Source: an optimization exercise on an open RTL-to-GDS flow (aim: small area, a short achievable clock period and few clock cycles). Production flows keep margins and buffers that such runs may drop.
In this exercise RTL edits were held to simulation tests only and were not proved equivalent to the original.
Power figures rest on the tool's default switching activity, not on a simulated workload.

==> flow/design.v <==
module egvlc (
  input  wire        clk,
  input  wire        rst,
  input  wire        reg_we,
  input  wire [7:0]  reg_addr,
  input  wire [31:0] reg_wdata,
  output reg  [31:0] reg_rdata,
  output wire        mem_req,
  output wire [31:0] mem_addr,
  input  wire        mem_ack,
  input  wire [7:0]  mem_rdata,
  output wire        irq
);
  localparam [3:0] E_NONE = 4'd0, E_ILLEGAL = 4'd1, E_INPUT = 4'd2,
                   E_ABSENT = 4'd3, E_BADWIDTH = 4'd4, E_MARKER = 4'd5,
                   E_SHOWEX = 4'd6, E_NOTKEY = 4'd7, E_SYNC = 4'd8,
                   E_COLOR = 4'd9, E_RANGE = 4'd10;
  localparam [2:0] S_IDLE = 3'd0, S_FIN = 3'd1, S_RUN = 3'd2, S_AAC = 3'd3,
                   S_DRAIN = 3'd4;    
  localparam [2:0] F_OK = 3'd0, F_CINIT = 3'd1, F_SELF = 3'd2, F_BALIGN = 3'd3,
                   F_ILL = 3'd4, F_BADW = 3'd5, F_INPUT = 3'd6;
  localparam [2:0] K_RD = 3'b000, K_ALIGN = 3'b001, K_CLZ = 3'b100,
                   K_UE = 3'b110, K_SE = 3'b111;
  localparam [5:0] P_RET    = 6'd0,
                   H_NAL    = 6'd1,  H_PROF  = 6'd2,  H_LVL   = 6'd3,
                   H_SPSID  = 6'd4,  H_CF    = 6'd5,  H_SEP   = 6'd6,
                   H_BDL    = 6'd7,  H_BDC   = 6'd8,  H_QP    = 6'd9,
                   H_SMF    = 6'd10, H_LFLAG = 6'd11, H_DELTA = 6'd12,
                   H_FNUM   = 6'd13, H_POCT  = 6'd14, H_POCL  = 6'd15,
                   H_DPOZ   = 6'd16, H_ONR   = 6'd17, H_OTB   = 6'd18,
                   H_NCYC   = 6'd19, H_CYC   = 6'd20, H_NREF  = 6'd21,
                   H_GAPS   = 6'd22, H_WM1   = 6'd23, H_HM1   = 6'd24,
                   H_FMO    = 6'd25, H_MBAFF = 6'd26, H_D8    = 6'd27,
                   H_CROP   = 6'd28, H_CL    = 6'd29, H_CR    = 6'd30,
                   H_CT     = 6'd31, H_CB    = 6'd32, H_DERIVE = 6'd33,
                   H_CFD    = 6'd34, H_POCTD = 6'd35,
                   V_MARK   = 6'd40, V_LOW   = 6'd41, V_HIGH  = 6'd42,
                   V_RSV    = 6'd43, V_SHOWEX = 6'd44, V_FT   = 6'd45,
                   V_SHOWF  = 6'd46, V_ERRES = 6'd47, V_SYNC  = 6'd48,
                   V_BD     = 6'd49, V_CS    = 6'd50, V_FS    = 6'd51,
                   V_SSX    = 6'd52, V_SSY   = 6'd53, V_CRSV  = 6'd54,
                   V_SRGB   = 6'd55, V_ALIGN = 6'd56, V_W     = 6'd57,
                   V_H      = 6'd58, V_RF    = 6'd59, V_DW    = 6'd60,
                   V_DH     = 6'd61, V_COMMIT = 6'd62;
  reg        ctrl_strict, ctrl_ie;
  reg        st_done, st_ok, st_valid, st_sticky, st_drop;
  reg [3:0]  st_err;
  reg [2:0]  st_outw;
  reg [31:0] len_r, base_r;
  reg [35:0] pos;                 
  reg [31:0] lenb;                
  reg [63:0] res;                 
  reg [1:0]  res_md;              
  reg [63:0] out_w, out_h;
  reg [16:0] out_dw, out_dh;
  reg [11:0] out_vp9;             
  reg        out_key;             
  reg [3:0]  aac_ch;
  reg [23:0] aac_sr;
  reg        spf_w, spf_fl;       
  reg [2:0]  st;
  reg [2:0]  fin;                 
  reg        vkey;                
  reg        strict;
  reg [2:0]  rq;                  
  reg [5:0]  step;
  reg [2:0]  kind;
  reg        ph;                  
  reg        first;
  reg [6:0]  cnt;                 
  reg [35:0] sp;                  
  reg [63:0] acc;                 
  reg [7:0]  cb;                  
  reg        cbv;
  reg [7:0]  nb;                  
  reg        nbv;
  reg        inr;                 
  reg        pend;                
  reg [1:0]  dop;                 
  reg        pabs;                
  reg [69:0] hw, hh;              
  reg        h_pp, h_cf3;
  reg [3:0]  h_li;
  reg [5:0]  h_lj;
  reg [1:0]  v_prof;
  reg [1:0]  v_bd;
  reg [2:0]  v_cs;
  reg        v_fs, v_ssx, v_ssy;
  reg        a_x;                 
  wire busy = (st != S_IDLE);
  wire [35:0] lenbits = {1'b0, lenb, 3'b000};
  wire exh  = (pos >= lenbits);
  wire over = (pos > lenbits);
  assign irq = st_done & ctrl_ie;
  always @* begin
    case (reg_addr[7:2])
      6'h00: reg_rdata = {30'd0, ctrl_ie, ctrl_strict};
      6'h02: reg_rdata = {17'd0, st_outw, st_drop, st_sticky, over, exh,
                          st_err, st_valid, st_ok, st_done, busy};
      6'h03: reg_rdata = len_r;
      6'h04: reg_rdata = base_r;
      6'h06: reg_rdata = pos[31:0];
      6'h07: reg_rdata = {28'd0, pos[35:32]};
      6'h08: reg_rdata = {lenb[28:0], 3'b000};
      6'h09: reg_rdata = {29'd0, lenb[31:29]};
      6'h0A: reg_rdata = res_v[31:0];
      6'h0B: reg_rdata = res_v[63:32];
      6'h0C: reg_rdata = out_w[31:0];
      6'h0D: reg_rdata = out_w[63:32];
      6'h0E: reg_rdata = out_h[31:0];
      6'h0F: reg_rdata = out_h[63:32];
      6'h10: reg_rdata = {15'd0, out_dw};
      6'h11: reg_rdata = {15'd0, out_dh};
      6'h12: reg_rdata = {19'd0, out_key, out_vp9[11:4],
                          out_vp9[1:0] != 2'd0, out_vp9[1:0] == 2'd3,
                          out_vp9[1:0] == 2'd2, 1'b0};
      6'h13: reg_rdata = {28'd0, aac_ch};
      6'h14: reg_rdata = {8'd0, aac_sr};
      6'h15: reg_rdata = {21'd0, spf_w & ~spf_fl, spf_w & spf_fl,
                          spf_w & spf_fl, spf_w & spf_fl, spf_w & spf_fl,
                          4'd0, 2'd0};
      default: reg_rdata = 32'd0;
    endcase
  end
  wire        in_range = inr;
  wire [2:0]  off      = sp[2:0];
  wire        nul;
  wire        is_al    = (kind == K_ALIGN);
  wire [6:0]  cnt_e    = is_al ? {4'd0, 3'd0 - off} : cnt;
  wire        rd_empty = !ph && (cnt_e == 7'd0);
  wire [32:0] sp3p1    = {1'b0, sp[34:3]} + 33'd1;
  wire        inr1     = !sp[35] && (sp3p1 < {1'b0, lenb});
  wire        cur_need = (st == S_RUN) && !nul && inr && !cbv && !rd_empty;
  wire        pf_need  = (st == S_RUN) && !nul && cbv && !nbv && inr1;
  assign mem_addr = base_r + sp[34:3] + {31'd0, cbv};
  assign mem_req  = (st == S_AAC) || pend || cur_need || pf_need;
  wire [7:0] byt = !in_range ? 8'd0 : cbv ? cb : mem_rdata;
  wire [7:0] mb  = byt & (8'hFF >> off);
  reg  [3:0] lz;                       
  always @* begin
    casez (mb)
      8'b1???????: lz = 4'd0;
      8'b01??????: lz = 4'd1;
      8'b001?????: lz = 4'd2;
      8'b0001????: lz = 4'd3;
      8'b00001???: lz = 4'd4;
      8'b000001??: lz = 4'd5;
      8'b0000001?: lz = 4'd6;
      8'b00000001: lz = 4'd7;
      default:     lz = 4'd8;
    endcase
  end
  wire        found = (mb != 8'd0);
  wire [63:0] acc_m = first ? 64'd0 : acc;
  wire [35:0] zsum  = acc_m[35:0] + {32'd0, lz - {1'b0, off}};
  wire        a_hi  = (acc_m[35:6] != 30'd0);
  reg  [7:0]  lead, p_big, p_fit;
  reg  [31:0] p_lo;
  reg  [55:0] p_cn;
  reg  [63:0] p_acc;
  reg  [6:0]  zc_p, cn_p;
  reg  [3:0]  k_p, room_p;
  reg  [7:0]  fld_p;
  integer p;
  always @* begin
    for (p = 0; p < 8; p = p + 1) begin
      lead[p] = mb[7-p] && ((mb >> (8-p)) == 8'd0);
      zc_p    = {1'b0, acc_m[5:0]} + p[6:0] - {4'd0, off};
      room_p  = 4'd7 - p[3:0];
      p_big[p] = a_hi || zc_p[6];
      p_fit[p] = (zc_p <= {3'd0, room_p});
      k_p     = p_fit[p] ? zc_p[3:0] : room_p;
      cn_p    = zc_p - {3'd0, k_p};
      fld_p   = (byt << (p + 1)) >> (4'd8 - k_p);
      p_lo[4*p +: 4]  = p[3:0] + 4'd1 + k_p;
      p_cn[7*p +: 7]  = cn_p;
      p_acc[8*p +: 8] = (8'd1 << k_p) | fld_p;
    end
  end
  wire        zbig   = |(lead & p_big);
  wire        f_fit  = |(lead & p_fit);
  reg  [3:0]  f_lo;
  reg  [6:0]  f_cn;
  reg  [7:0]  f_acc;
  integer q;
  always @* begin
    f_lo = 4'd0; f_cn = 7'd0; f_acc = 8'd0;
    for (q = 0; q < 8; q = q + 1) begin
      f_lo  = f_lo  | ({4{lead[q]}} & p_lo[4*q +: 4]);
      f_cn  = f_cn  | ({7{lead[q]}} & p_cn[7*q +: 7]);
      f_acc = f_acc | ({8{lead[q]}} & p_acc[8*q +: 8]);
    end
  end
  wire [3:0] room   = 4'd8 - {1'b0, off};
  wire       fits   = (cnt_e <= {3'd0, room});
  wire [3:0] k      = fits ? cnt_e[3:0] : room;
  wire [7:0] b_shl  = byt << off;
  wire [7:0] field  = b_shl >> (4'd8 - k);
  wire [63:0] acc_r = (acc_m << k) | {56'd0, field};
  wire [6:0] cnt_n  = cnt_e - {3'd0, k};
  wire uel     = kind[1];               
  wire avail   = !in_range || cbv || mem_ack || rd_empty;
  wire go      = (st == S_RUN) && !nul && avail;
  reg        e_done, e_abs, sp_hold, to_rd;
  reg [3:0]  lo_add;
  reg [63:0] acc_n;
  reg [6:0]  cnt_nx;
  always @* begin
    e_done = 1'b0; e_abs = 1'b0; sp_hold = 1'b0; to_rd = 1'b0;
    lo_add = {1'b0, off};
    acc_n  = acc_r;
    cnt_nx = cnt_n;
    if (ph) begin
      if (!in_range) begin                   
        e_done = 1'b1; e_abs = uel; acc_n = acc_m;
      end else if (!found) begin
        lo_add = 4'd8; acc_n = {28'd0, zsum};
      end else if (!uel) begin                
        e_done = 1'b1; acc_n = {28'd0, zsum};
      end else if (zbig) begin
        e_done = 1'b1; e_abs = 1'b1; lo_add = lz;
      end else begin
        lo_add = f_lo;
        acc_n  = {56'd0, f_acc};
        cnt_nx = f_cn;
        to_rd  = 1'b1;
        e_done = f_fit;
      end
    end else begin
      if (rd_empty) begin                     
        e_done = 1'b1; acc_n = 64'd0; sp_hold = 1'b1;
      end else if (!in_range && (strict || first)) begin
        e_done = 1'b1; e_abs = 1'b1; sp_hold = 1'b1;
      end else begin
        lo_add = {1'b0, off} + k;
        e_done = fits;
      end
    end
  end
  wire [35:0] sp_n   = sp_hold ? sp : {sp[35:3] + {32'd0, lo_add[3]}, lo_add[2:0]};
  wire        crs  = lo_add[3];
  wire        commit = e_done && (kind != K_CLZ) && (!e_abs || (uel && !strict));
  wire [63:0] val   = e_abs ? 64'd0 : acc_r;      
  wire [63:0] eg_c  = ph ? {56'd0, f_acc} : acc_r;
  wire [63:0] a_eff = e_abs ? 64'd1 : eg_c;       
  wire [63:0] rv_in  = res_md[1] ? {1'b0, res[63:1]} : res;
  wire [63:0] rv_dec = rv_in - 64'd1;
  wire [63:0] res_v  = (res_md == 2'd1) ? rv_dec :
                       (res_md == 2'd2) ? (res[0] ? ~rv_dec : rv_in) : res;
  wire [69:0] sub_a  = dop[0] ? hh : hw;
  wire [69:0] sub_b  = !dop[1] ? 70'd1 : pabs ? 70'd2 : {5'd0, acc, 1'b0};
  wire [69:0] sub_d  = sub_a - sub_b;
  wire        h_bad  = (hw[69:63] != 7'd0) || (hh[69:63] != 7'd0);
  wire        cyc_stop = (hw == 70'd1) || (!strict && exh && st_sticky);
  assign nul = (step == H_DERIVE) || (step == V_COMMIT) ||
               (step == H_CFD) || (step == H_POCTD) ||
               ((step == H_CYC) && cyc_stop);
  wire [63:0] a_reg = pabs ? 64'd1 : acc;
  wire [16:0] v_inc = {1'b0, val[15:0]} + 17'd1;
  wire [7:0]  pv    = val[7:0];
  wire        prof_p = (pv == 8'd44)  || (pv == 8'd83)  || (pv == 8'd86) ||
                       (pv == 8'd100) || (pv == 8'd110) || (pv == 8'd118) ||
                       (pv == 8'd122) || (pv == 8'd128) || (pv == 8'd244);
  wire [3:0]  lim_l  = h_cf3 ? 4'd12 : 4'd8;
  wire [5:0]  lim_d  = (h_li < 4'd6) ? 6'd16 : 6'd32;
  wire [39:0] ab     = {acc[31:0], mem_rdata};
  wire [7:0]  ab0 = ab[15:8], ab1 = ab[7:0];
  wire [3:0]  a_sfi  = {ab0[2:0], ab1[7]};
  reg  [23:0] a_tab;
  always @* begin
    case (a_sfi)
      4'd0:  a_tab = 24'd96000;
      4'd1:  a_tab = 24'd88200;
      4'd2:  a_tab = 24'd64000;
      4'd3:  a_tab = 24'd48000;
      4'd4:  a_tab = 24'd44100;
      4'd5:  a_tab = 24'd32000;
      4'd6:  a_tab = 24'd24000;
      4'd7:  a_tab = 24'd22050;
      4'd8:  a_tab = 24'd16000;
      4'd9:  a_tab = 24'd12000;
      4'd10: a_tab = 24'd11025;
      4'd11: a_tab = 24'd8000;
      4'd12: a_tab = 24'd7350;
      default: a_tab = 24'd0;
    endcase
  end
  wire        len_gt4 = (len_r[31:3] != 29'd0) || (len_r[2] && len_r[1:0] != 2'd0);
  wire        a_sr_ok = a_x || (a_sfi < 4'd13);
  wire [23:0] a_sr    = a_x ? {ab[30:24], ab[23:8], ab[7]} : a_tab;
  wire [3:0]  a_ch    = ab[6:3];
  wire        a_fl    = ab[2];
  wire [2:0]  a_w     = {rq[2], rq[1] & a_sr_ok, rq[0]};
  wire [7:0] w_op = reg_wdata[7:0];
  wire [6:0] w_n  = reg_wdata[14:8];
  wire [2:0] w_rq = reg_wdata[18:16];
  wire w_known = (w_op == 8'h00) || (w_op == 8'h01) || (w_op == 8'h02) ||
                 (w_op == 8'h03) || (w_op == 8'h04) || (w_op == 8'h05) ||
                 (w_op == 8'h06) || (w_op == 8'h07) || (w_op == 8'h10) ||
                 (w_op == 8'h11) || (w_op == 8'h12) || (w_op == 8'h13) ||
                 (w_op == 8'h1F);
  wire w_ill = !w_known || reg_wdata[15] || (reg_wdata[31:19] != 13'd0) ||
               ((w_op != 8'h02) && (w_n != 7'd0)) ||
               ((w_op != 8'h10) && (w_rq != 3'd0));
  reg        br;
  always @* begin
    case (step)
      V_MARK:  br = (val[1:0] == 2'd2);
      V_SYNC:  br = (val[23:0] == 24'h498342);
      V_CS:    br = (val[2:0] == 3'd7);
      default: br = val[0];
    endcase
  end
  reg [5:0]  sq_sA, sq_sB;
  reg        sq_cA, sq_cB;
  reg [3:0]  sq_eA, sq_eB;
  wire [5:0] lf_next = (h_li + 4'd1 == lim_l) ? H_FNUM : H_LFLAG;
  always @* begin
    sq_cA = 1'b0; sq_cB = 1'b0; sq_eA = E_NONE; sq_eB = E_NONE;
    sq_sA = step; sq_sB = step;
    case (step)
      H_NAL:   begin sq_sA = H_PROF;  sq_sB = H_PROF;  end
      H_PROF:  begin sq_sA = H_LVL;   sq_sB = H_LVL;   end
      H_LVL:   begin sq_sA = H_SPSID; sq_sB = H_SPSID; end
      H_SPSID: begin sq_sA = h_pp ? H_CF : H_FNUM; sq_sB = sq_sA; end
      H_CF:    begin sq_sA = H_CFD;   sq_sB = H_CFD;   end
      H_SEP:   begin sq_sA = H_BDL;   sq_sB = H_BDL;   end
      H_BDL:   begin sq_sA = H_BDC;   sq_sB = H_BDC;   end
      H_BDC:   begin sq_sA = H_QP;    sq_sB = H_QP;    end
      H_QP:    begin sq_sA = H_SMF;   sq_sB = H_SMF;   end
      H_SMF:   begin sq_sA = H_LFLAG; sq_sB = H_FNUM;  end
      H_LFLAG: begin sq_sA = H_DELTA; sq_sB = lf_next; end
      H_DELTA: begin
                 sq_sA = (h_lj + 6'd1 == lim_d) ? lf_next : H_DELTA;
                 sq_sB = sq_sA;
               end
      H_FNUM:  begin sq_sA = H_POCT;  sq_sB = H_POCT;  end
      H_POCT:  begin sq_sA = H_POCTD; sq_sB = H_POCTD; end
      H_POCL:  begin sq_sA = H_NREF;  sq_sB = H_NREF;  end
      H_DPOZ:  begin sq_sA = H_ONR;   sq_sB = H_ONR;   end
      H_ONR:   begin sq_sA = H_OTB;   sq_sB = H_OTB;   end
      H_OTB:   begin sq_sA = H_NCYC;  sq_sB = H_NCYC;  end
      H_NCYC:  begin sq_sA = H_CYC;   sq_sB = H_CYC;   end
      H_CYC:   begin sq_sA = H_CYC;   sq_sB = H_CYC;   end
      H_NREF:  begin sq_sA = H_GAPS;  sq_sB = H_GAPS;  end
      H_GAPS:  begin sq_sA = H_WM1;   sq_sB = H_WM1;   end
      H_WM1:   begin sq_sA = H_HM1;   sq_sB = H_HM1;   end
      H_HM1:   begin sq_sA = H_FMO;   sq_sB = H_FMO;   end
      H_FMO:   begin sq_sA = H_D8;    sq_sB = H_MBAFF; end
      H_MBAFF: begin sq_sA = H_D8;    sq_sB = H_D8;    end
      H_D8:    begin sq_sA = H_CROP;  sq_sB = H_CROP;  end
      H_CROP:  begin sq_sA = H_CL;    sq_sB = H_DERIVE; end
      H_CL:    begin sq_sA = H_CR;    sq_sB = H_CR;    end
      H_CR:    begin sq_sA = H_CT;    sq_sB = H_CT;    end
      H_CT:    begin sq_sA = H_CB;    sq_sB = H_CB;    end
      H_CB:    begin sq_sA = H_DERIVE; sq_sB = H_DERIVE; end
      V_MARK:  begin sq_sA = V_LOW; sq_cB = 1'b1; sq_eB = E_MARKER; end
      V_LOW:   begin sq_sA = V_HIGH;  sq_sB = V_HIGH;  end
      V_HIGH:  begin sq_sA = v_prof[0] ? V_RSV : V_SHOWEX; sq_sB = V_SHOWEX; end
      V_RSV:   begin sq_sA = V_SHOWEX; sq_sB = V_SHOWEX; end
      V_SHOWEX: begin sq_cA = 1'b1; sq_eA = E_SHOWEX; sq_sB = V_FT; end
      V_FT:    begin
                 sq_cA = 1'b1; sq_eA = vkey ? E_NONE : E_NOTKEY;
                 sq_cB = vkey; sq_sB = V_SHOWF;
               end
      V_SHOWF: begin sq_sA = V_ERRES; sq_sB = V_ERRES; end
      V_ERRES: begin sq_sA = V_SYNC;  sq_sB = V_SYNC;  end
      V_SYNC:  begin sq_sA = v_prof[1] ? V_BD : V_CS; sq_cB = 1'b1; sq_eB = E_SYNC; end
      V_BD:    begin sq_sA = V_CS;    sq_sB = V_CS;    end
      V_CS:    begin sq_sA = V_SRGB;  sq_sB = V_FS;    end
      V_FS:    begin sq_sA = v_prof[0] ? V_SSX : V_ALIGN; sq_sB = sq_sA; end
      V_SSX:   begin sq_sA = V_SSY;   sq_sB = V_SSY;   end
      V_SSY:   begin sq_sA = V_CRSV;  sq_sB = V_CRSV;  end
      V_CRSV:  begin sq_sA = V_ALIGN; sq_sB = V_ALIGN; end
      V_SRGB:  begin
                 sq_cA = !v_prof[0]; sq_eA = E_COLOR; sq_sA = V_ALIGN;
                 sq_cB = sq_cA;      sq_eB = E_COLOR; sq_sB = V_ALIGN;
               end
      V_ALIGN: begin sq_sA = V_W;     sq_sB = V_W;     end
      V_W:     begin sq_sA = V_H;     sq_sB = V_H;     end
      V_H:     begin sq_sA = V_RF;    sq_sB = V_RF;    end
      V_RF:    begin sq_sA = V_DW;    sq_sB = V_COMMIT; end
      V_DW:    begin sq_sA = V_DH;    sq_sB = V_DH;    end
      V_DH:    begin sq_sA = V_COMMIT; sq_sB = V_COMMIT; end
      default: ;
    endcase
  end
  reg        f_go, f_ok, f_valid;
  reg [3:0]  f_err;
  reg [2:0]  f_outw;
  reg        l_go;                  
  reg [5:0]  l_step;
  reg [9:0]  l_el;
  wire [9:0] el_A = step_elem(sq_sA, 3'd0);
  wire [9:0] el_B = step_elem(sq_sB, 3'd0);
  function [9:0] step_elem(input [5:0] stp, input [2:0] spl);
    case (stp)
      H_NAL, H_PROF:
               step_elem = {K_RD, 7'd8};
      H_LVL, V_W, V_H, V_DW, V_DH:
               step_elem = {K_RD, 7'd16};
      H_SPSID, H_CF, H_BDL, H_BDC, H_FNUM, H_POCT, H_POCL, H_NCYC,
      H_NREF, H_WM1, H_HM1, H_CL, H_CR, H_CT, H_CB:
               step_elem = {K_UE, 7'd0};
      H_ONR, H_OTB, H_DELTA, H_CYC:
               step_elem = {K_SE, 7'd0};
      V_MARK:  step_elem = {K_RD, 7'd2};
      V_SYNC:  step_elem = {K_RD, 7'd24};
      V_CS:    step_elem = {K_RD, 7'd3};
      V_ALIGN: step_elem = {K_ALIGN, 7'd0};
      default: step_elem = {K_RD, 7'd1};
    endcase
  endfunction
  always @(posedge clk) begin
    f_go = 1'b0; f_ok = 1'b0; f_valid = 1'b0; f_err = E_NONE; f_outw = 3'd0;
    l_go = 1'b0; l_step = step; l_el = el_B;
    if (rst) begin
      ctrl_strict <= 1'b1;
      ctrl_ie     <= 1'b0;
      st_done     <= 1'b0;
      st_ok       <= 1'b0;
      st_valid    <= 1'b0;
      st_err      <= E_NONE;
      st_sticky   <= 1'b0;
      st_drop     <= 1'b0;
      st_outw     <= 3'd0;
      len_r       <= 32'd0;
      base_r      <= 32'd0;
      pos         <= 36'd0;
      lenb        <= 32'd0;
      res         <= 64'd0;
      res_md      <= 2'd0;
      out_w       <= 64'd0;
      out_h       <= 64'd0;
      out_dw      <= 17'd0;
      out_dh      <= 17'd0;
      out_vp9     <= 12'd0;
      out_key     <= 1'b0;
      aac_ch      <= 4'd0;
      aac_sr      <= 24'd0;
      spf_w       <= 1'b0;
      spf_fl      <= 1'b0;
      st          <= S_IDLE;
      pend        <= 1'b0;
      dop         <= 2'd0;
    end else begin
      pend <= mem_req && !mem_ack && (st != S_AAC);
      dop  <= 2'd0;
      if (reg_we) begin
        case (reg_addr[7:2])
          6'h00: if (busy) st_drop <= 1'b1;
                 else begin ctrl_strict <= reg_wdata[0]; ctrl_ie <= reg_wdata[1]; end
          6'h01: if (busy) st_drop <= 1'b1;
                 else begin
                   st_done <= 1'b0;
                   strict  <= ctrl_strict;
                   vkey    <= (w_op == 8'h12);
                   rq      <= w_rq;
                   cbv     <= 1'b0;
                   nbv     <= 1'b0;
                   inr     <= !exh;
                   first   <= 1'b1;
                   sp      <= pos;
                   step    <= P_RET;
                   cnt     <= w_n;
                   st      <= S_RUN;
                   if (w_ill) begin
                     st <= S_FIN; fin <= F_ILL;
                   end else begin
                     case (w_op)
                       8'h01: begin
                         pos <= 36'd0; lenb <= len_r; st_sticky <= 1'b0;
                         st <= S_FIN; fin <= F_OK;
                       end
                       8'h02: begin
                         kind <= K_RD; ph <= 1'b0;
                         if (w_n == 7'd0 || w_n > 7'd64) begin
                           st <= S_FIN; fin <= F_BADW;
                         end
                       end
                       8'h03: begin kind <= K_CLZ; ph <= 1'b1; end
                       8'h04: begin kind <= K_UE;  ph <= 1'b1; end
                       8'h05: begin kind <= K_SE;  ph <= 1'b1; end
                       8'h06: begin st <= S_FIN; fin <= F_BALIGN; end
                       8'h07: begin
                         kind <= K_ALIGN; ph <= 1'b0;
                       end
                       8'h10: begin
                         sp <= 36'd0; a_x <= 1'b0;
                         if (len_r[31:1] == 31'd0) begin
                           st <= S_FIN; fin <= F_INPUT;
                         end else st <= S_AAC;
                       end
                       8'h11, 8'h12, 8'h13: begin
                         if (len_r == 32'd0) begin
                           st <= S_FIN; fin <= F_INPUT;
                         end else begin
                           pos <= 36'd0; lenb <= len_r; st_sticky <= 1'b0;
                           sp  <= 36'd0; inr <= 1'b1;
                           kind <= K_RD; ph <= 1'b0;
                           if (w_op == 8'h11) begin
                             step <= H_NAL; cnt <= 7'd8;
                           end else begin
                             step <= V_MARK; cnt <= 7'd2;
                           end
                         end
                       end
                       8'h1F: begin st <= S_FIN; fin <= F_SELF; end
                       default: begin st <= S_FIN; fin <= F_OK; end    
                     endcase
                   end
                 end
          6'h02: begin
                   if (reg_wdata[1])  st_done <= 1'b0;
                   if (reg_wdata[11]) st_drop <= 1'b0;
                 end
          6'h03: if (busy) st_drop <= 1'b1; else len_r  <= reg_wdata;
          6'h04: if (busy) st_drop <= 1'b1; else base_r <= reg_wdata;
          6'h05: if (busy) st_drop <= 1'b1;
          default: ;
        endcase
      end
      if (st == S_RUN || st == S_DRAIN) begin
        if (go && !sp_hold && crs) begin
          if (nbv) begin
            cb <= nb; cbv <= 1'b1; nbv <= 1'b0;
          end else if (cbv && mem_ack) begin
            cb <= mem_rdata; cbv <= 1'b1;
          end else cbv <= 1'b0;
          inr <= inr1;
        end else begin
          if (go && !cbv && inr && mem_ack) begin cb <= mem_rdata; cbv <= 1'b1; end
          if (cbv && mem_ack) begin nb <= mem_rdata; nbv <= 1'b1; end
        end
      end
      if (dop[1]) begin
        if (dop[0]) hh <= sub_d; else hw <= sub_d;
      end
      case (st)
        S_FIN: begin
          f_go = 1'b1;
          case (fin)
            F_OK:     f_ok = 1'b1;
            F_SELF:   begin res <= 64'd254; res_md <= 2'd0; f_ok = 1'b1; f_valid = 1'b1; end
            F_BALIGN: begin res <= {61'd0, pos[2:0]}; res_md <= 2'd0; f_ok = 1'b1; f_valid = 1'b1; end
            F_ILL:    f_err = E_ILLEGAL;
            F_BADW:   begin res <= 64'd0; res_md <= 2'd0; st_sticky <= 1'b1; f_err = E_BADWIDTH; end
            default:  f_err = E_INPUT;
          endcase
        end
        S_AAC: begin
          if (mem_ack) begin
            acc <= {acc[55:0], mem_rdata};
            sp  <= {sp[35:3] + 33'd1, 3'b000};
            if ((sp[5:3] == 3'd1 && !(a_sfi == 4'd15 && len_gt4)) ||
                sp[5:3] == 3'd4) begin
              if (a_w[0]) aac_ch <= a_ch;
              if (a_w[1]) aac_sr <= a_sr;
              if (a_w[2]) begin spf_w <= 1'b1; spf_fl <= a_fl; end
              f_go = 1'b1; f_ok = 1'b1; f_outw = a_w;
            end
            if (sp[5:3] == 3'd1) a_x <= 1'b1;
          end
        end
        S_DRAIN: begin
          if (mem_ack) begin
            st_done <= 1'b1;
            st      <= S_IDLE;
          end
        end
        S_RUN: begin
          if (nul) begin
            case (step)
              H_CYC: begin l_go = 1'b1; l_step = H_NREF; l_el = step_elem(H_NREF, 3'd0); end
              H_CFD: begin
                h_cf3 <= (a_reg == 64'd4);
                l_go = 1'b1;
                l_step = (a_reg == 64'd4) ? H_SEP : H_BDL;
                l_el = step_elem(l_step, 3'd0);
              end
              H_POCTD: begin
                l_go = 1'b1;
                l_step = (a_reg == 64'd1) ? H_POCL :
                         (a_reg == 64'd2) ? H_DPOZ : H_NREF;
                l_el = step_elem(l_step, 3'd0);
              end
              H_DERIVE: begin
                if (dop[1]) begin
                end else if (strict && h_bad) begin
                  f_go = 1'b1; f_err = E_RANGE;
                end else begin
                  out_w <= hw[63:0];
                  out_h <= hh[63:0];
                  f_go = 1'b1; f_ok = 1'b1;
                end
              end
              default: begin    
                out_w   <= {47'd0, hw[16:0]};
                out_h   <= {47'd0, hh[16:0]};
                out_dw  <= hw[33:17];
                out_dh  <= hh[33:17];
                out_vp9 <= {v_prof, v_fs, v_ssy, v_ssx, v_cs, 2'b00, v_bd};
                out_key <= 1'b1;
                f_go = 1'b1; f_ok = 1'b1;
              end
            endcase
          end else if (go) begin
            if (!sp_hold) sp <= sp_n;
            acc   <= acc_n;
            cnt   <= cnt_nx;
            first <= 1'b0;
            if (to_rd) ph <= 1'b0;
            if (commit) pos <= sp_n;
            if (e_done) begin
              pabs <= e_abs;
              if (step == P_RET) begin
                f_go = 1'b1;
                res_md <= 2'd0;
                if (kind == K_CLZ) begin
                  res <= acc_n;
                  f_ok = 1'b1; f_valid = 1'b1;
                end else if (e_abs) begin
                  res <= 64'd0; st_sticky <= 1'b1;
                  f_err = E_ABSENT;
                end else begin
                  case (kind)
                    K_RD:    res <= acc_n;
                    K_ALIGN: res <= {61'd0, 3'd0 - pos[2:0]};
                    default: begin res <= acc_n; res_md <= {kind[0], !kind[0]}; end
                  endcase
                  f_ok = 1'b1; f_valid = 1'b1;
                end
              end else if (e_abs && strict) begin
                st_sticky <= 1'b1;
                f_go = 1'b1; f_err = E_ABSENT;
              end else begin
                if (e_abs) st_sticky <= 1'b1;
                if (br ? sq_cA : sq_cB) begin
                  f_go = 1'b1;
                  f_err = br ? sq_eA : sq_eB;
                  f_ok = (f_err == E_NONE);
                  if (step == V_FT && vkey) out_key <= ~val[0];
                end else begin
                  l_go = 1'b1;
                  l_step = br ? sq_sA : sq_sB;
                  l_el   = br ? el_A : el_B;
                end
                case (step)
                  H_PROF:  h_pp <= prof_p;
                  H_SMF:   h_li <= 4'd0;
                  H_LFLAG: if (val[0]) h_lj <= 6'd0; else h_li <= h_li + 4'd1;
                  H_DELTA: if (h_lj + 6'd1 == lim_d) h_li <= h_li + 4'd1;
                           else h_lj <= h_lj + 6'd1;
                  H_NCYC:  hw <= {6'd0, a_eff};
                  H_CYC:   hw <= sub_d;
                  H_WM1:   hw <= {2'd0, a_eff, 4'd0};
                  H_HM1:   hh <= {6'd0, a_eff};
                  H_FMO:   hh <= val[0] ? {hh[65:0], 4'd0} : {hh[64:0], 5'd0};
                  H_CROP:  if (val[0]) begin hw[2] <= 1'b1; hh[2] <= 1'b1; end
                  H_CL, H_CR: dop <= 2'b10;
                  H_CT, H_CB: dop <= 2'b11;
                  V_LOW:   v_prof[0] <= val[0];
                  V_HIGH:  v_prof[1] <= val[0];
                  V_SYNC:  v_bd <= 2'd1;
                  V_BD:    v_bd <= val[0] ? 2'd3 : 2'd2;
                  V_CS:    v_cs <= val[2:0];
                  V_FS:    begin v_fs <= val[0]; v_ssx <= 1'b1; v_ssy <= 1'b1; end
                  V_SSX:   v_ssx <= val[0];
                  V_SSY:   v_ssy <= val[0];
                  V_SRGB:  begin v_ssx <= 1'b0; v_ssy <= 1'b0; v_fs <= 1'b1; end
                  V_W:     hw[16:0] <= v_inc;
                  V_H:     hh[16:0] <= v_inc;
                  V_RF:    begin hw[33:17] <= hw[16:0]; hh[33:17] <= hh[16:0]; end
                  V_DW:    hw[33:17] <= v_inc;
                  V_DH:    hh[33:17] <= v_inc;
                  default: ;
                endcase
              end
            end
          end
        end
        default: ;
      endcase
      if (l_go && !f_go) begin
        step  <= l_step;
        kind  <= l_el[9:7];
        ph    <= l_el[9];
        cnt   <= l_el[6:0];
        first <= 1'b1;
      end
      if (f_go) begin
        st_ok    <= f_ok;
        st_valid <= f_valid;
        st_err   <= f_err;
        st_outw  <= f_outw;
        if (mem_req && !mem_ack && st != S_AAC) begin
          st <= S_DRAIN;
        end else begin
          st_done <= 1'b1;
          st      <= S_IDLE;
        end
      end
    end
  end
endmodule
==> flow/run.sh <==
#!/bin/bash
# synth_recipe.tcl (not shown) runs the flow's synth.tcl, then flattens the netlist and writes it again
# the make line also repeats each setting of config.mk as NAME=value (left out here)
make -C /OpenROAD-flow-scripts/flow DESIGN_CONFIG=/design/flow/config.mk WORK_HOME=/design/flow/orfs CLKGATE_MAP_FILE= SYNTH_SCRIPT=/design/flow/synth_recipe.tcl finish
==> flow/config.mk <==
export PLATFORM = sky130hd
export DESIGN_NAME = egvlc
export DESIGN_NICKNAME = egvlc
export VERILOG_FILES = /design/flow/design.v
export SDC_FILE = /design/flow/constraint.sdc
export NUM_CORES = 4
export LEC_CHECK = 0
export CAP_MARGIN = 20
export CORE_MARGIN = 2
export CORE_UTILIZATION = 40
export SETUP_SLACK_MARGIN = 5
export SLEW_MARGIN = 20
==> flow/constraint.sdc <==
create_clock -name core_clock -period 12.0 [get_ports {clk}]
set_input_delay 2.4000 -clock core_clock [delete_from_list [all_inputs] [get_ports {clk}]]
set_output_delay 2.4000 -clock core_clock [all_outputs]
set_load 0.01 [all_outputs]
==> results of run 1 <==
-- cells by family after synthesis --
| kind of cell | count (synthesis) | synth area share |
|---|---|---|
| other | 2 | 0.000113 |
| buffers and inverters | 936 | 0.0550 |
| DFF | 730 | 0.266 |
| muxes | 357 | 0.0607 |
| and+or+nand+nor | 3493 | 0.241 |
| adders and majority gates | 298 | 0.0570 |
| AOI/OAI and AO/OA | 2762 | 0.278 |
| xor gates and xnor gates | 317 | 0.0419 |
-- layer usage --
layer | wire length (µm) | vias up
met4 | 24400 | 38
li1 | - | 32857
met1 | 143000 | 37318
met3 | 58100 | 1234
met5 | 343 | -
met2 | 143000 | 6184
-- worst register-to-register path, stage by stage (launching register included) --
cell and delay (ns):
edfxtp_1 0.38, buf_12 0.20, clkinvlp_4 0.18, ha_4 0.33, nor4bb_4 0.18, a21o_2 0.25, ha_1 0.31, nand4_1 0.09
buf_4 0.17, a211o_1 0.26, buf_4 0.22, nor2_1 0.54, a21oi_1 0.41, xnor2_1 0.62, a31o_2 0.38, and2_2 0.24
ha_2 0.25, nand2_1 0.06, nor4_1 0.18, nand4_1 0.26, o21ai_2 0.30, buf_6 0.22, a211oi_1 0.10, a41oi_2 0.45
o31ai_1 0.12
-- cell type report --
class,instances,share of cell area
antenna,11,0.000353
clock buffer,115,0.0318
clock inverter,48,0.00727
inverter,202,0.0106
multi-input combinational,7245,0.616
sequential,730,0.227
tap,2189,0.0351
timing repair buffer,610,0.0719
timing repair inverter,1,0.000112
-- flip-flops by register name (all words and copies together) (netlist names), 24 cells and up --
register	cells
acc	64
len_r	32
hw	70
pos	36
hh	70
sp	36
lenb	32
res	64
out_h	64
base_r	32
aac_sr	24
out_w	64
-- power by group through the flow --
stage	sequential, W	combinational (W)	clock, W
detailed placement	0.00277	0.00150	0
global route	0.00271	0.00178	0.00295
finish	0.00272	0.00172	0.00288
global placement	0.00276	0.00150	0
floorplan	0.00272	0.000982	0
CTS	0.00271	0.00159	0.00287
-- per-stage QoR --
| step | power (W) | std cells | instance area [µm²] | hold WS [ns] | util |
|---|---|---|---|---|---|
| 5_1_grt | 0.00744 | 11141 | 77900 | 0.462 | 0.472 |
| 3_5_place_dp | 0.00427 | 10717 | 70000 | 0.443 | 0.424 |
| 2_1_floorplan | 0.00370 | 8910 | 67100 | 0.427 | - |
| 4_1_cts | 0.00716 | 11035 | 76100 | 0.451 | 0.461 |
| 6_report | 0.00733 | 11151 | 78000 | 0.454 | 0.473 |
| 3_3_place_gp | 0.00426 | 10715 | 70000 | 0.441 | 0.424 |
-- what timing repair did --
action | CTS | global route
pin swaps | 143 | 151
setup buffers | 146 | 99
endpoints found under the setup margin | 488 | 225
hold endpoints to repair | 0 | 0
cloned | 9 | 5
gates resized for setup | 594 | 229
hold buffers | 0 | 0
-- cells in the final DEF, fill, tap and decap left out, types with 114 or more instances in the layout --
cell type,instances
a211oi_1,155
a21o_1,161
a21oi_1,755
a22oi_1,182
buf_4,408
dfxtp_1,417
edfxtp_1,309
ha_1,265
inv_1,173
mux2i_1,219
nand2_1,1433
nand3_1,372
nand4_1,114
nor2_1,720
nor3_1,141
o21ai_0,358
o22ai_1,118
xnor2_1,195
-- path summary, 6_finish.rpt --
path	startpoint	endpoint	slack, ns	depth (start not counted)
hold / removal	out_w[19]	out_w[19]	0.45	2
hold reg to reg	out_w[19]	out_w[19]	0.45	2
setup / recovery	res_md[1]	reg_rdata[30]	4.28	16
setup reg to reg	sp[1]	cnt[3]	5.00	24
==> impl_metrics.py, run 1 <==
metrics = {
    "synth": {
        "netlist_instances": 8895,
        "netlist_top_cells_area": "edfxtp_1 14%, dfxtp_1 13%, nand2_1 8.2%",
        "synthFlopType": "dfxtp_1",
        "seq_area_frac_synth": 0.266,
        "synth_warnings": 1,
        "avgSynthCellArea_um2": 7.48,
        "yosys.area.top_type": "edfxtp_1",
        "yosys-top-cells-count": "1,454 x nand2_1, 783 x a21oi_1, 767 x nor2_1, 604 x clkbuf_1, 421 x dfxtp_1",
        "synth_top_area_share": 0.140,
        "synth_edf_count": 309,
        "synth_most_common_cell": "nand2_1",
        "synth_area_um2": 66500,
        "synth_async_sr_flop_share": 0,
        "yosysUniqueCellTypes": 129,
        "ys_seq_elements": 730,
    },
    "place": {
        "dp_hpwl_um": 271000,
        "gp_congestion": 1.05,
        "dp_slack_ns": 2.22,
        "port-buffer-count": 115,
    },
    "timing": {
        "max_freq_ghz": 0.130,
        "fin_crit_ns": 7.72,
        "finalSetupTns_ns": 0,
        "finalHoldViolCount": 0,
        "relSlewSlack": 0.0997,
        "rsz0062_at_grt": "yes",
        "maxSlewViolCount": 0,
        "fin_skew_ns": 0.117,
        "setup_viol": 0,
        "fin_ws_ns": 4.28,
        "period_share": 0.643,
        "worst_pin_slew_ns": 1.35,
    },
    "worst_setup_path": {
        "crit_buf_inv": 1,
        "end_kind": "primary output",
        "critPathSlowestCell": "or4b_4",
        "cp_slowest_stage_delay_ns": 0.53,
        "critPathArrivalTime_ns": 5.32,
        "crit_family": "simple AND/OR/NAND/NOR gates",
        "startpoint_type": "register",
        "crit_type": "register to primary output",
        "crit_required_ns": 9.60,
        "path_cells": "mux2i_2 -> ha_2 -> nor2b_4 -> nand4b_1 -> or3_4 -> nor4_4 -> nand4b_1 -> or4b_4 -> or3_4 -> or3_4 -> o21ai_2 -> xor2_1 -> nand2_1 -> o2111ai_1 -> nand4_1 -> buf_2",
        "critPathMaxFanout": 6,
        "crit_top_cell": "or3_4",
    },
    "finish": {
        "layout-drive-gt1-share": 0.148,
        "nets": 9226,
        "multi_input_area_um2": 48000,
        "syn2layout_area_growth_pct": 17.3,
        "register_area_um2": 17700,
        "fill_cells": 16373,
    },
    "global_routing": {
        "use_met3": 0.161,
        "grt_pass1_wl_um": 514000,
        "globalRouteMet2Util": 0.561,
        "grt_use_met1": 0.557,
        "antenna_found_initial": 29,
        "grt_pass1_vias": 68958,
        "grt-ovfl-total": 0,
        "grt_util_all_layers": 0.413,
        "grt_max_degree": 222,
        "grt_most_used_layer": "met2",
    },
    "drt": {
        "wl_per_cell_um": 33.1,
        "vias_per_cell": 6.96,
        "drt_iter0_markers": 14162,
        "vias": 77631,
        "first_pass_iters": 12,
        "drt-total-wl_um": 369000,
        "drc": 0,
        "ant_nets": 0,
    },
    "die": {
        "initial_core_util": 0.403,
        "die-area_um2": 170000,
        "dieHeight_um": 412,
        "die_x_um": 412,
        "pin_count": 118,
        "num_rows": 149,
        "core_area_um2": 165000,
    },
    "power_and_ir_drop": {
        "power_frac_seq": 0.371,
        "netSwitchingFraction": 0.347,
        "vdd_drop_max_mv": 0.129,
        "pwr-share-comb": 0.235,
        "power_density_nw_per_um2": 93.9,
        "p_int_w": 0.00479,
        "clkPwrFrac": 0.394,
        "switchingPower_w": 0.00254,
        "p_leak_nw": 28.4,
    },
    "cts": {
        "clock-sinks": 730,
        "clk_pin_slew_worst_paths_ns": 0.06,
        "root_buffer": "clkbuf_16",
        "cts_tree": "yes",
        "h-tree-depth": 3,
        "cts_buffer_depth": 3,
        "cts_buffers": 89,
        "clock_latency_ns": 0.78,
    },
    "worst_hold_path": {
        "hold_class": "register to register",
    },
    "status": {
        "outcome": "no timing/DRC/antenna violations",
    },
    "flow_run": {
        "max_cap_viol_count": 0,
    },
}
Testbench counts, summed over its fixed seeds: cycles 23,788.
==> run 2, diff against run 1 <==
--- a/flow/design.v
+++ b/flow/design.v
@@ -5,5 +5,5 @@
   input  wire [7:0]  reg_addr,
   input  wire [31:0] reg_wdata,
-  output reg  [31:0] reg_rdata,
+  output wire [31:0] reg_rdata,
   output wire        mem_req,
   output wire [31:0] mem_addr,
@@ -50,4 +50,5 @@
   reg [35:0] pos;                 
   reg [31:0] lenb;                
+  reg [31:0] lenbm1;              
   reg [63:0] res;                 
   reg [1:0]  res_md;              
@@ -93,34 +94,26 @@
   wire over = (pos > lenbits);
   assign irq = st_done & ctrl_ie;
-  always @* begin
-    case (reg_addr[7:2])
-      6'h00: reg_rdata = {30'd0, ctrl_ie, ctrl_strict};
-      6'h02: reg_rdata = {17'd0, st_outw, st_drop, st_sticky, over, exh,
-                          st_err, st_valid, st_ok, st_done, busy};
-      6'h03: reg_rdata = len_r;
-      6'h04: reg_rdata = base_r;
-      6'h06: reg_rdata = pos[31:0];
-      6'h07: reg_rdata = {28'd0, pos[35:32]};
-      6'h08: reg_rdata = {lenb[28:0], 3'b000};
-      6'h09: reg_rdata = {29'd0, lenb[31:29]};
-      6'h0A: reg_rdata = res_v[31:0];
-      6'h0B: reg_rdata = res_v[63:32];
-      6'h0C: reg_rdata = out_w[31:0];
-      6'h0D: reg_rdata = out_w[63:32];
-      6'h0E: reg_rdata = out_h[31:0];
-      6'h0F: reg_rdata = out_h[63:32];
-      6'h10: reg_rdata = {15'd0, out_dw};
-      6'h11: reg_rdata = {15'd0, out_dh};
-      6'h12: reg_rdata = {19'd0, out_key, out_vp9[11:4],
-                          out_vp9[1:0] != 2'd0, out_vp9[1:0] == 2'd3,
-                          out_vp9[1:0] == 2'd2, 1'b0};
-      6'h13: reg_rdata = {28'd0, aac_ch};
-      6'h14: reg_rdata = {8'd0, aac_sr};
-      6'h15: reg_rdata = {21'd0, spf_w & ~spf_fl, spf_w & spf_fl,
-                          spf_w & spf_fl, spf_w & spf_fl, spf_w & spf_fl,
-                          4'd0, 2'd0};
-      default: reg_rdata = 32'd0;
-    endcase
-  end
+  egvlc_rmux u_rmux (
+    .a       (reg_addr[7:2]),
+    .ctrl    ({ctrl_ie, ctrl_strict}),
+    .status  ({st_outw, st_drop, st_sticky, over, exh,
+               st_err, st_valid, st_ok, st_done, busy}),
+    .len_r   (len_r),
+    .base_r  (base_r),
+    .pos     (pos),
+    .lenb    (lenb),
+    .res     (res),
+    .res_md  (res_md),
+    .out_w   (out_w),
+    .out_h   (out_h),
+    .out_dw  (out_dw),
+    .out_dh  (out_dh),
+    .vp9     ({out_key, out_vp9[11:4], out_vp9[1:0] != 2'd0,
+               out_vp9[1:0] == 2'd3, out_vp9[1:0] == 2'd2}),
+    .aac_ch  (aac_ch),
+    .aac_sr  (aac_sr),
+    .spf     ({spf_w & ~spf_fl, spf_w & spf_fl}),
+    .rdata   (reg_rdata)
+  );
   wire        in_range = inr;
   wire [2:0]  off      = sp[2:0];
@@ -129,9 +122,8 @@
   wire [6:0]  cnt_e    = is_al ? {4'd0, 3'd0 - off} : cnt;
   wire        rd_empty = !ph && (cnt_e == 7'd0);
-  wire [32:0] sp3p1    = {1'b0, sp[34:3]} + 33'd1;
-  wire        inr1     = !sp[35] && (sp3p1 < {1'b0, lenb});
+  wire        inr1     = inr && (sp[34:3] != lenbm1);
   wire        cur_need = (st == S_RUN) && !nul && inr && !cbv && !rd_empty;
   wire        pf_need  = (st == S_RUN) && !nul && cbv && !nbv && inr1;
-  assign mem_addr = base_r + sp[34:3] + {31'd0, cbv};
+  egvlc_madd u_madd (.base(base_r), .idx(sp[34:3]), .ci(cbv), .addr(mem_addr));
   assign mem_req  = (st == S_AAC) || pend || cur_need || pf_need;
   wire [7:0] byt = !in_range ? 8'd0 : cbv ? cb : mem_rdata;
@@ -159,20 +151,20 @@
   reg  [55:0] p_cn;
   reg  [63:0] p_acc;
-  reg  [6:0]  zc_p, cn_p;
-  reg  [3:0]  k_p, room_p;
+  reg  [6:0]  zc_p;
+  reg  [2:0]  room_p, k_p;
   reg  [7:0]  fld_p;
   integer p;
   always @* begin
     for (p = 0; p < 8; p = p + 1) begin
-      lead[p] = mb[7-p] && ((mb >> (8-p)) == 8'd0);
-      zc_p    = {1'b0, acc_m[5:0]} + p[6:0] - {4'd0, off};
-      room_p  = 4'd7 - p[3:0];
-      p_big[p] = a_hi || zc_p[6];
-      p_fit[p] = (zc_p <= {3'd0, room_p});
-      k_p     = p_fit[p] ? zc_p[3:0] : room_p;
-      cn_p    = zc_p - {3'd0, k_p};
-      fld_p   = (byt << (p + 1)) >> (4'd8 - k_p);
-      p_lo[4*p +: 4]  = p[3:0] + 4'd1 + k_p;
-      p_cn[7*p +: 7]  = cn_p;
+      lead[p]  = mb[7-p] && ((mb >> (8-p)) == 8'd0);
+      zc_p     = first ? {4'd0, p[2:0] - off} : ({1'b0, acc_m[5:0]} + p[6:0]);
+      room_p   = 3'd7 - p[2:0];
+      p_fit[p] = first ? ({4'd0, p[2:0] - off} <= {4'd0, room_p})
+                       : ({1'b0, acc_m[5:0]} + 7'd2 * p[6:0] <= 7'd7);
+      k_p      = p_fit[p] ? zc_p[2:0] : room_p;
+      fld_p    = (byt << (p + 1)) >> (4'd8 - {1'b0, k_p});
+      p_big[p] = !first && (a_hi || ({1'b0, acc_m[5:0]} >= 7'd64 - p[6:0]));
+      p_lo[4*p +: 4]  = p[3:0] + 4'd1 + {1'b0, k_p};
+      p_cn[7*p +: 7]  = zc_p - {4'd0, k_p};
       p_acc[8*p +: 8] = (8'd1 << k_p) | fld_p;
     end
@@ -192,11 +184,12 @@
     end
   end
+  wire [7:0] t_rd   = {1'b0, cnt_e} + {5'd0, off};
+  wire       fits   = (t_rd <= 8'd8);
   wire [3:0] room   = 4'd8 - {1'b0, off};
-  wire       fits   = (cnt_e <= {3'd0, room});
   wire [3:0] k      = fits ? cnt_e[3:0] : room;
   wire [7:0] b_shl  = byt << off;
   wire [7:0] field  = b_shl >> (4'd8 - k);
   wire [63:0] acc_r = (acc_m << k) | {56'd0, field};
-  wire [6:0] cnt_n  = cnt_e - {3'd0, k};
+  wire [6:0] cnt_n  = t_rd[6:0] - 7'd8;
   wire uel     = kind[1];               
   wire avail   = !in_range || cbv || mem_ack || rd_empty;
@@ -233,5 +226,5 @@
         e_done = 1'b1; e_abs = 1'b1; sp_hold = 1'b1;
       end else begin
-        lo_add = {1'b0, off} + k;
+        lo_add = fits ? t_rd[3:0] : 4'd8;
         e_done = fits;
       end
@@ -244,8 +237,4 @@
   wire [63:0] eg_c  = ph ? {56'd0, f_acc} : acc_r;
   wire [63:0] a_eff = e_abs ? 64'd1 : eg_c;       
-  wire [63:0] rv_in  = res_md[1] ? {1'b0, res[63:1]} : res;
-  wire [63:0] rv_dec = rv_in - 64'd1;
-  wire [63:0] res_v  = (res_md == 2'd1) ? rv_dec :
-                       (res_md == 2'd2) ? (res[0] ? ~rv_dec : rv_in) : res;
   wire [69:0] sub_a  = dop[0] ? hh : hw;
   wire [69:0] sub_b  = !dop[1] ? 70'd1 : pabs ? 70'd2 : {5'd0, acc, 1'b0};
@@ -429,4 +418,5 @@
       pos         <= 36'd0;
       lenb        <= 32'd0;
+      lenbm1      <= 32'hFFFFFFFF;
       res         <= 64'd0;
       res_md      <= 2'd0;
@@ -471,4 +461,5 @@
                        8'h01: begin
                          pos <= 36'd0; lenb <= len_r; st_sticky <= 1'b0;
+                         lenbm1 <= len_r - 32'd1;
                          st <= S_FIN; fin <= F_OK;
                        end
@@ -497,4 +488,5 @@
                          end else begin
                            pos <= 36'd0; lenb <= len_r; st_sticky <= 1'b0;
+                           lenbm1 <= len_r - 32'd1;
                            sp  <= 36'd0; inr <= 1'b1;
                            kind <= K_RD; ph <= 1'b0;
@@ -627,5 +619,11 @@
                     K_RD:    res <= acc_n;
                     K_ALIGN: res <= {61'd0, 3'd0 - pos[2:0]};
-                    default: begin res <= acc_n; res_md <= {kind[0], !kind[0]}; end
+                    default: begin
+                      if (kind[0]) begin
+                        res <= {1'b0, acc_n[63:1]}; res_md <= {2{acc_n[0]}};
+                      end else begin
+                        res <= acc_n; res_md <= 2'b01;
+                      end
+                    end
                   endcase
                   f_ok = 1'b1; f_valid = 1'b1;
@@ -704,2 +702,55 @@
   end
 endmodule
+module egvlc_rmux (
+  input  wire [5:0]  a,
+  input  wire [1:0]  ctrl,
+  input  wire [14:0] status,
+  input  wire [31:0] len_r, base_r,
+  input  wire [35:0] pos,
+  input  wire [31:0] lenb,
+  input  wire [63:0] res,
+  input  wire [1:0]  res_md,
+  input  wire [63:0] out_w, out_h,
+  input  wire [16:0] out_dw, out_dh,
+  input  wire [11:0] vp9,
+  input  wire [3:0]  aac_ch,
+  input  wire [23:0] aac_sr,
+  input  wire [1:0]  spf,
+  output reg  [31:0] rdata
+);
+  wire [63:0] rv_dec = res - 64'd1;
+  wire [63:0] res_v  = res_md[0] ? (rv_dec ^ {64{res_md[1]}}) : res;
+  always @* begin
+    case (a)
+      6'h00: rdata = {30'd0, ctrl};
+      6'h02: rdata = {17'd0, status};
+      6'h03: rdata = len_r;
+      6'h04: rdata = base_r;
+      6'h06: rdata = pos[31:0];
+      6'h07: rdata = {28'd0, pos[35:32]};
+      6'h08: rdata = {lenb[28:0], 3'b000};
+      6'h09: rdata = {29'd0, lenb[31:29]};
+      6'h0A: rdata = res_v[31:0];
+      6'h0B: rdata = res_v[63:32];
+      6'h0C: rdata = out_w[31:0];
+      6'h0D: rdata = out_w[63:32];
+      6'h0E: rdata = out_h[31:0];
+      6'h0F: rdata = out_h[63:32];
+      6'h10: rdata = {15'd0, out_dw};
+      6'h11: rdata = {15'd0, out_dh};
+      6'h12: rdata = {19'd0, vp9, 1'b0};
+      6'h13: rdata = {28'd0, aac_ch};
+      6'h14: rdata = {8'd0, aac_sr};
+      6'h15: rdata = {21'd0, spf[1], {4{spf[0]}}, 6'd0};
+      default: rdata = 32'd0;
+    endcase
+  end
+endmodule
+module egvlc_madd (
+  input  wire [31:0] base,
+  input  wire [31:0] idx,
+  input  wire        ci,
+  output wire [31:0] addr
+);
+  assign addr = base + idx + {31'd0, ci};
+endmodule
--- a/flow/config.mk
+++ b/flow/config.mk
@@ -11,2 +11,5 @@
 export SETUP_SLACK_MARGIN = 5
 export SLEW_MARGIN = 20
+export SYNTH_HIERARCHICAL = 1
+export SYNTH_MINIMUM_KEEP_SIZE = 0
+export TNS_END_PERCENT = 5
==> run 2 against run 1 <==
Still clean. Global-route usage grew 0.16 points. Sequential share of layout area grew 1.6 points. First-iteration DRC count shrank 8.7%. Core utilization shrank 1.0 points. Sequential cell count grew 32. Synthesized cell count shrank 2.5%. Synthesized area shrank 1.0%. Wire length shrank 1.1%. Sequential power grew 4%. Worst setup slack gained 0.035 ns. Non-clock buffer count shrank 114. Largest cell class unchanged.
==> impl_metrics.py, run 2 <==
metrics = {
    "status": {
        "outcome": "no timing/DRC/antenna violations",
    },
    "worst_setup_path": {
        "critPathSlowestCell": "nor4b_1",
        "r2r.worst_path.cells": 22,
        "critPathMaxFanout": 5,
        "crit_type": "input pin to primary output",
        "cp_slowest_stage_delay_ns": 0.80,
        "critPathCapture": "reg_rdata[9]",
        "path_cells": "buf_12 -> buf_12 -> buf_4 -> nor4b_1 -> buf_4 -> a22oi_1 -> nand3_1 -> a211oi_1 -> o221ai_1 -> clkdlybuf4s50_1",
        "worstSetupStartpoint": "reg_addr[7]",
        "reg2reg_slack_ns": 4.66,
        "end_kind": "primary output",
        "timing.rr.start": "kind[1]",
        "rr_endpoint": "hw[30]",
        "crit_required_ns": 9.60,
        "critPathArrivalTime_ns": 5.28,
        "startpoint_type": "input pin",
    },
    "drt": {
        "ant_nets": 0,
        "drc": 0,
        "drt-total-wl_um": 365000,
        "drt_iter0_markers": 12930,
        "vias": 74754,
        "wl_per_cell_um": 33.7,
        "first_pass_iters": 7,
        "vias_per_cell": 6.89,
    },
    "synth": {
        "yosys.area.top_type": "edfxtp_1",
        "synthFlopType": "dfxtp_1",
        "synth_async_sr_flop_share": 0,
        "synth_edf_count": 309,
        "synth_area_um2": 65800,
        "seq_area_frac_synth": 0.279,
        "netlist_top_cells_area": "edfxtp_1 14%, dfxtp_1 14%, nand2_1 8.0%",
        "yosysUniqueCellTypes": 127,
        "netlist_instances": 8674,
        "yosys-top-cells-count": "1,404 x nand2_1, 723 x nor2_1, 722 x a21oi_1, 588 x clkbuf_1, 474 x o21ai_0",
        "synth_warnings": 8,
        "synth_top_area_share": 0.141,
        "ys_seq_elements": 762,
        "synth_most_common_cell": "nand2_1",
        "avgSynthCellArea_um2": 7.59,
    },
    "place": {
        "dp_hpwl_um": 272000,
        "port-buffer-count": 115,
        "placed_cells": 10502,
        "gp_congestion": 1.06,
    },
    "timing": {
        "worst_pin_slew_ns": 1.30,
        "relSlewSlack": 0.135,
        "setup_viol": 0,
        "finalHoldViolCount": 0,
        "fin_crit_ns": 7.68,
        "period_share": 0.640,
        "finalSetupTns_ns": 0,
        "fin_skew_ns": 0.0731,
        "max_freq_ghz": 0.130,
        "rsz0062_at_grt": "yes",
        "maxSlewViolCount": 0,
        "holdWs_ns": 0.453,
    },
    "flow_run": {
        "max_cap_viol_count": 0,
    },
    "power_and_ir_drop": {
        "vdd_drop_max_mv": 0.109,
        "netSwitchingFraction": 0.342,
        "clkPwrFrac": 0.406,
        "power_density_nw_per_um2": 104,
        "switchingPower_w": 0.00268,
        "power_frac_seq": 0.363,
        "pwr-share-comb": 0.231,
        "p_leak_nw": 27.4,
        "p_int_w": 0.00516,
    },
    "cts": {
        "cts_hold_buf": 0,
        "cts_buffer_depth": 3,
        "root_buffer": "clkbuf_16",
        "cts_buffers": 94,
        "clock_latency_ns": 0.77,
        "clock-sinks": 762,
        "h-tree-depth": 3,
        "clk_pin_slew_worst_paths_ns": 0.06,
        "cts_tree": "yes",
    },
    "finish": {
        "syn2layout_area_growth_pct": 14.6,
        "final_common_cell": "nand2_1",
        "final_cells": 10843,
        "top_regs": "hh (70), hw (70)",
        "multi_input_area_um2": 45600,
        "final_cell_mix": "1,391 x nand2_1, 710 x a21oi_1, 694 x nor2_1",
        "nets": 8892,
        "layout-drive-gt1-share": 0.119,
        "register_area_um2": 18400,
        "fill_cells": 16317,
    },
    "die": {
        "die_x_um": 410,
        "core_area_um2": 163000,
        "die-area_um2": 168000,
        "initial_core_util": 0.403,
        "num_rows": 148,
        "dieHeight_um": 410,
        "pin_count": 118,
    },
    "global_routing": {
        "grt_max_degree": 164,
        "grt_util_all_layers": 0.414,
        "antenna_found_initial": 24,
        "grt-ovfl-total": 0,
        "grt_pass1_wl_um": 509000,
        "grt_pass1_vias": 67150,
    },
    "worst_hold_path": {
        "hold_class": "register to register",
    },
}
-- run 2: final cells by class --
class	count	area share
clock buffers	128	0.0365
well taps	2175	0.0361
clock inverters	48	0.00831
flip-flops and latches	762	0.243
multi-input cells	7045	0.605
inverters	180	0.00965
repair buffers	496	0.0611
diodes	9	0.000299
-- run 2: modules after synthesis, one instance, submodules excluded --
module	cell area [µm²]	flip-flops and latches	cells inside	times used
egvlc_madd	1650	0	242	1
egvlc_rmux	5300	0	801	1
egvlc	58900	762	7631	1
-- run 2: stage by stage --
stage / utilization / cell area [µm²] / setup slack, ns / total power (W)
CTS: 0.458 / 74700 / 4.49 / 0.00769
global route: 0.462 / 75400 / 4.37 / 0.00799
detailed placement: 0.423 / 69000 / 2.10 / 0.00446
finish: 0.462 / 75400 / 4.32 / 0.00784
floorplan: - / 65800 / 3.75 / 0.00383
global placement: 0.423 / 69000 / 2.14 / 0.00445
-- run 2: cell families (layout without fill, tap and decap cells) --
family | Yosys count | in the layout | synth area share
AND/OR/NAND/NOR | 3301 | 3302 | 0.231
AO/OA/AOI/OAI | 2706 | 2706 | 0.272
buffers and inverters | 868 | 852 | 0.0515
flip-flops | 762 | 762 | 0.279
multiplexers | 419 | 419 | 0.0685
XOR/XNOR | 357 | 357 | 0.0475
adder cells (fa/ha/maj) | 261 | 261 | 0.0503
other | 0 | 9 | 0
-- run 2: layer usage --
layer / wire length, µm / GRT usage / vias to the layer above
met5: 140 / 0 / -
met4: 22000 / 0.207 / 22
met3: 49500 / 0.129 / 907
met2: 150000 / 0.599 / 5399
met1: 143000 / 0.553 / 36424
li1: - / - / 32002
-- run 2: power groups by stage --
stage	sequential [W]	combinational [W]	clock, W
global placement	0.00289	0.00156	0
global route	0.00284	0.00188	0.00328
floorplan	0.00282	0.00101	0
finish	0.00284	0.00181	0.00318
detailed placement	0.00289	0.00157	0
CTS	0.00283	0.00168	0.00318
-- run 2: what timing repair did --
action,4_1_cts,5_1_grt
pin swaps,71,30
gates cloned,10,0
endpoints found under the setup margin,460,440
gates resized for setup,368,97
buffers inserted,108,38
-- run 2: worst min path at each step --
stage	from	to	slack, ns	depth (start not counted)
6_report	out_w[21]	out_w[21]	0.45	2
5_1_grt	out_h[25]	out_h[25]	0.46	2
2_1_floorplan	out_h[60]	out_h[60]	0.43	2
4_1_cts	out_h[28]	out_h[28]	0.45	2
3_3_place_gp	out_h[18]	out_h[18]	0.44	2
3_5_place_dp	out_w[21]	out_w[21]	0.44	2
-- run 2: worst max-delay path, delay by kind of cell --
family          cells  cell delay [ns]
compound gates      3             0.41
buf+inv             5             1.32
simple gates        2             1.13
Testbench counts of run 2, summed over its fixed seeds: cycles 23,788.
==> run 3, diff against run 2 <==
--- a/flow/config.mk
+++ b/flow/config.mk
@@ -8,5 +8,5 @@
 export CAP_MARGIN = 20
 export CORE_MARGIN = 2
-export CORE_UTILIZATION = 40
+export CORE_UTILIZATION = 50
 export SETUP_SLACK_MARGIN = 5
 export SLEW_MARGIN = 20
==> run 3 against run 2 <==
Global-route usage rose by 7.7 points. Die area decreased by 20%. Clock power decreased by 4%. Critical endpoint is now reg_rdata[25]. Highest routed layer unchanged.
==> impl_metrics.py, run 3 <==
metrics = {
    "timing": {
        "period_share": 0.623,
        "fin_crit_ns": 7.48,
        "setup_viol": 0,
        "fin_skew_ns": 0.0442,
        "holdWs_ns": 0.451,
        "relSlewSlack": 0.0674,
        "finalSetupTns_ns": 0,
        "maxSlewViolCount": 0,
        "finalHoldViolCount": 0,
        "rsz0062_at_grt": "yes",
        "worst_pin_slew_ns": 1.38,
        "max_freq_ghz": 0.134,
    },
    "place": {
        "dp_hpwl_um": 253000,
        "port-buffer-count": 115,
        "gp_congestion": 1.05,
        "dpl-instance-area_um2": 68400,
    },
    "drt": {
        "ant_nets": 0,
        "first_pass_iters": 12,
        "drt-total-wl_um": 347000,
        "wl_per_cell_um": 33.4,
        "drc": 0,
        "vias": 75829,
        "drt_iter0_markers": 14263,
        "vias_per_cell": 7.28,
    },
    "global_routing": {
        "grt_pass1_vias": 68014,
        "grt_pass1_wl_um": 491000,
        "grt_max_degree": 165,
        "grt-ovfl-total": 0,
        "grt_util_all_layers": 0.491,
        "antenna_found_initial": 23,
    },
    "worst_setup_path": {
        "end_kind": "primary output",
        "crit_type": "input pin to primary output",
        "crit_required_ns": 9.60,
        "critPathMaxFanout": 9,
        "critPathArrivalTime_ns": 5.08,
        "startpoint_type": "input pin",
    },
    "synth": {
        "seq_area_frac_synth": 0.279,
        "synth_warnings": 8,
        "yosys-top-cells-count": "1,404 x nand2_1, 723 x nor2_1, 722 x a21oi_1, 588 x clkbuf_1, 474 x o21ai_0",
        "synth_area_um2": 65800,
        "yosysUniqueCellTypes": 127,
        "yosys.area.top_type": "edfxtp_1",
        "synth_top_area_share": 0.141,
        "netlist_top_cells_area": "edfxtp_1 14%, dfxtp_1 14%, nand2_1 8.0%",
        "synth_edf_count": 309,
        "synth_most_common_cell": "nand2_1",
        "ys_seq_elements": 762,
        "synth_async_sr_flop_share": 0,
        "synthFlopType": "dfxtp_1",
        "avgSynthCellArea_um2": 7.59,
        "netlist_instances": 8674,
    },
    "flow_run": {
        "max_cap_viol_count": 0,
    },
    "worst_hold_path": {
        "hold_class": "register to register",
    },
    "finish": {
        "nets": 8886,
        "postLayoutCellArea_um2": 74700,
        "syn2layout_area_growth_pct": 13.4,
        "top_regs": "hh (70), hw (70)",
        "layout-drive-gt1-share": 0.120,
        "final_common_cell": "nand2_1",
        "final_cell_mix": "1,390 x nand2_1, 709 x a21oi_1, 692 x nor2_1",
    },
    "die": {
        "die-area_um2": 135000,
        "dieHeight_um": 367,
        "num_rows": 133,
        "die_x_um": 367,
        "initial_core_util": 0.502,
        "core_area_um2": 131000,
        "pin_count": 118,
    },
    "power_and_ir_drop": {
        "p_leak_nw": 27.4,
        "power_density_nw_per_um2": 104,
        "power_w": 0.00773,
        "vdd_drop_max_mv": 0.104,
    },
    "cts": {
        "clock_latency_ns": 0.75,
        "clk_pin_slew_worst_paths_ns": 0.06,
        "cts_tree": "yes",
        "clock-sinks": 762,
        "cts_buffer_depth": 3,
        "cts_buffers": 93,
        "h-tree-depth": 3,
        "root_buffer": "clkbuf_16",
    },
    "status": {
        "outcome": "no timing/DRC/antenna violations",
    },
}
-- run 3: cell counts after synthesis --
Identical to the previous run, type by type.
-- run 3: per-layer routing --
layer  share of wire  vias up  GRT usage
met5          0.0016        -    0.00712
met1            0.37    36108      0.630
li1                -    31960          -
met3            0.16     1341      0.211
met4           0.076       30      0.291
met2            0.39     6390      0.678
-- run 3: layout make-up --
| class | count | area (µm²) |
|---|---|---|
| Tap cell | 1755 | 2200 |
| Clock inverter | 51 | 613 |
| Inverter | 180 | 727 |
| Timing Repair Buffer | 490 | 4410 |
| Fill cell | 12514 | 56500 |
| Sequential cell | 762 | 18400 |
| Clock buffer | 123 | 2620 |
| Multi-Input combinational cell | 7046 | 45700 |
| Antenna cell | 10 | 25.0 |
-- run 3: per-module statistics from Yosys (local to each module, per instance) --
module / times used / area, µm² / cells
egvlc: 1 / 58900 / 7631
egvlc_madd: 1 / 1650 / 242
egvlc_rmux: 1 / 5300 / 801
-- run 3: report_power, final --
part / switching [W] / internal, W
Sequential: 0.000113 / 0.00273
Combinational: 0.00123 / 0.000594
Clock: 0.00132 / 0.00174
Total: 0.00266 / 0.00507
-- run 3: final timing paths --
check / slack (ns) / start / depth (start not counted) / end
worst max-delay path: 4.52 / reg_addr[7] / 11 / reg_rdata[25]
worst min-delay path: 0.45 / out_w[20] / 2 / out_w[20]
worst max register to register: 4.79 / kind[1] / 25 / hw[30]
worst min register to register: 0.45 / out_w[20] / 2 / out_w[20]
-- run 3: what timing repair did --
action	in CTS	in global routing
cloned	7	1
hold endpoints to repair	0	0
endpoints found under the setup margin	447	432
hold buffers	0	0
gates resized for setup	339	146
setup buffers	110	46
pin swaps	61	49
-- run 3: critical path: stages --
cell and delay [ns]:
buf_12 0.11, nand4bb_4 0.19, buf_6 0.14, nor2_4 0.05, buf_12 0.13, a222oi_1 0.97, nand4_1 0.33, a21o_1 0.28
a31oi_1 0.17, o211ai_2 0.11, buf_2 0.18
-- run 3: metrics by stage --
| stage | utilization | instances | setup slack (ns) |
|---|---|---|---|
| 2_1_floorplan | - | 8674 | 3.75 |
| 3_3_place_gp | 0.521 | 10067 | 1.90 |
| 3_5_place_dp | 0.521 | 10068 | 1.75 |
| 4_1_cts | 0.562 | 10359 | 4.64 |
| 5_1_grt | 0.569 | 10407 | 4.62 |
| 6_report | 0.569 | 10417 | 4.52 |
-- run 3: logic make-up after synthesis --
| logic type | count (synthesis) | synth area share |
|---|---|---|
| and+or+nand+nor | 3301 | 0.231 |
| AOI/OAI and AO/OA | 2706 | 0.272 |
| DFF | 762 | 0.279 |
| buffers and inverters | 868 | 0.0515 |
| muxes | 419 | 0.0685 |
| adders and majority gates | 261 | 0.0503 |
| xor gates and xnor gates | 357 | 0.0475 |

-- afterwards: timing with drivers on the ports --
Ports are ideal in the flow. The routed layouts listed here were re-timed in OpenROAD.
Step 1 assumes that a clkbuf_16 drives the clock port and a buf_2 every other input.
Step 2 adds t to the input delays and takes it off the output delays; t is the mean of the earliest and latest rising clock arrival at the registers after step 1. Input paths then give back, and output paths get back, about the clock's delay inside the block.
Slacks: ideal / step 1 / step 2; pairs: ideal / step 1.
run	t, ns	slack for setup (ns)	hold WS [ns]	worst slew at a driven data input, ns
run 1	0.809	4.285 / 4.200 / 4.277	0.454 / 0.454 / 0.454	0.25
run 2	0.827	4.320 / 4.227 / 3.938	0.453 / 0.453 / 0.453	0.12
run 3	0.820	4.518 / 4.450 / 4.096	0.451 / 0.451 / 0.451	0.10
After both steps setup and hold are still met in every run listed. For run 3, which loses most, drivers alone change the setup slack by -0.068 ns; drivers and shift together by -0.422 ns.
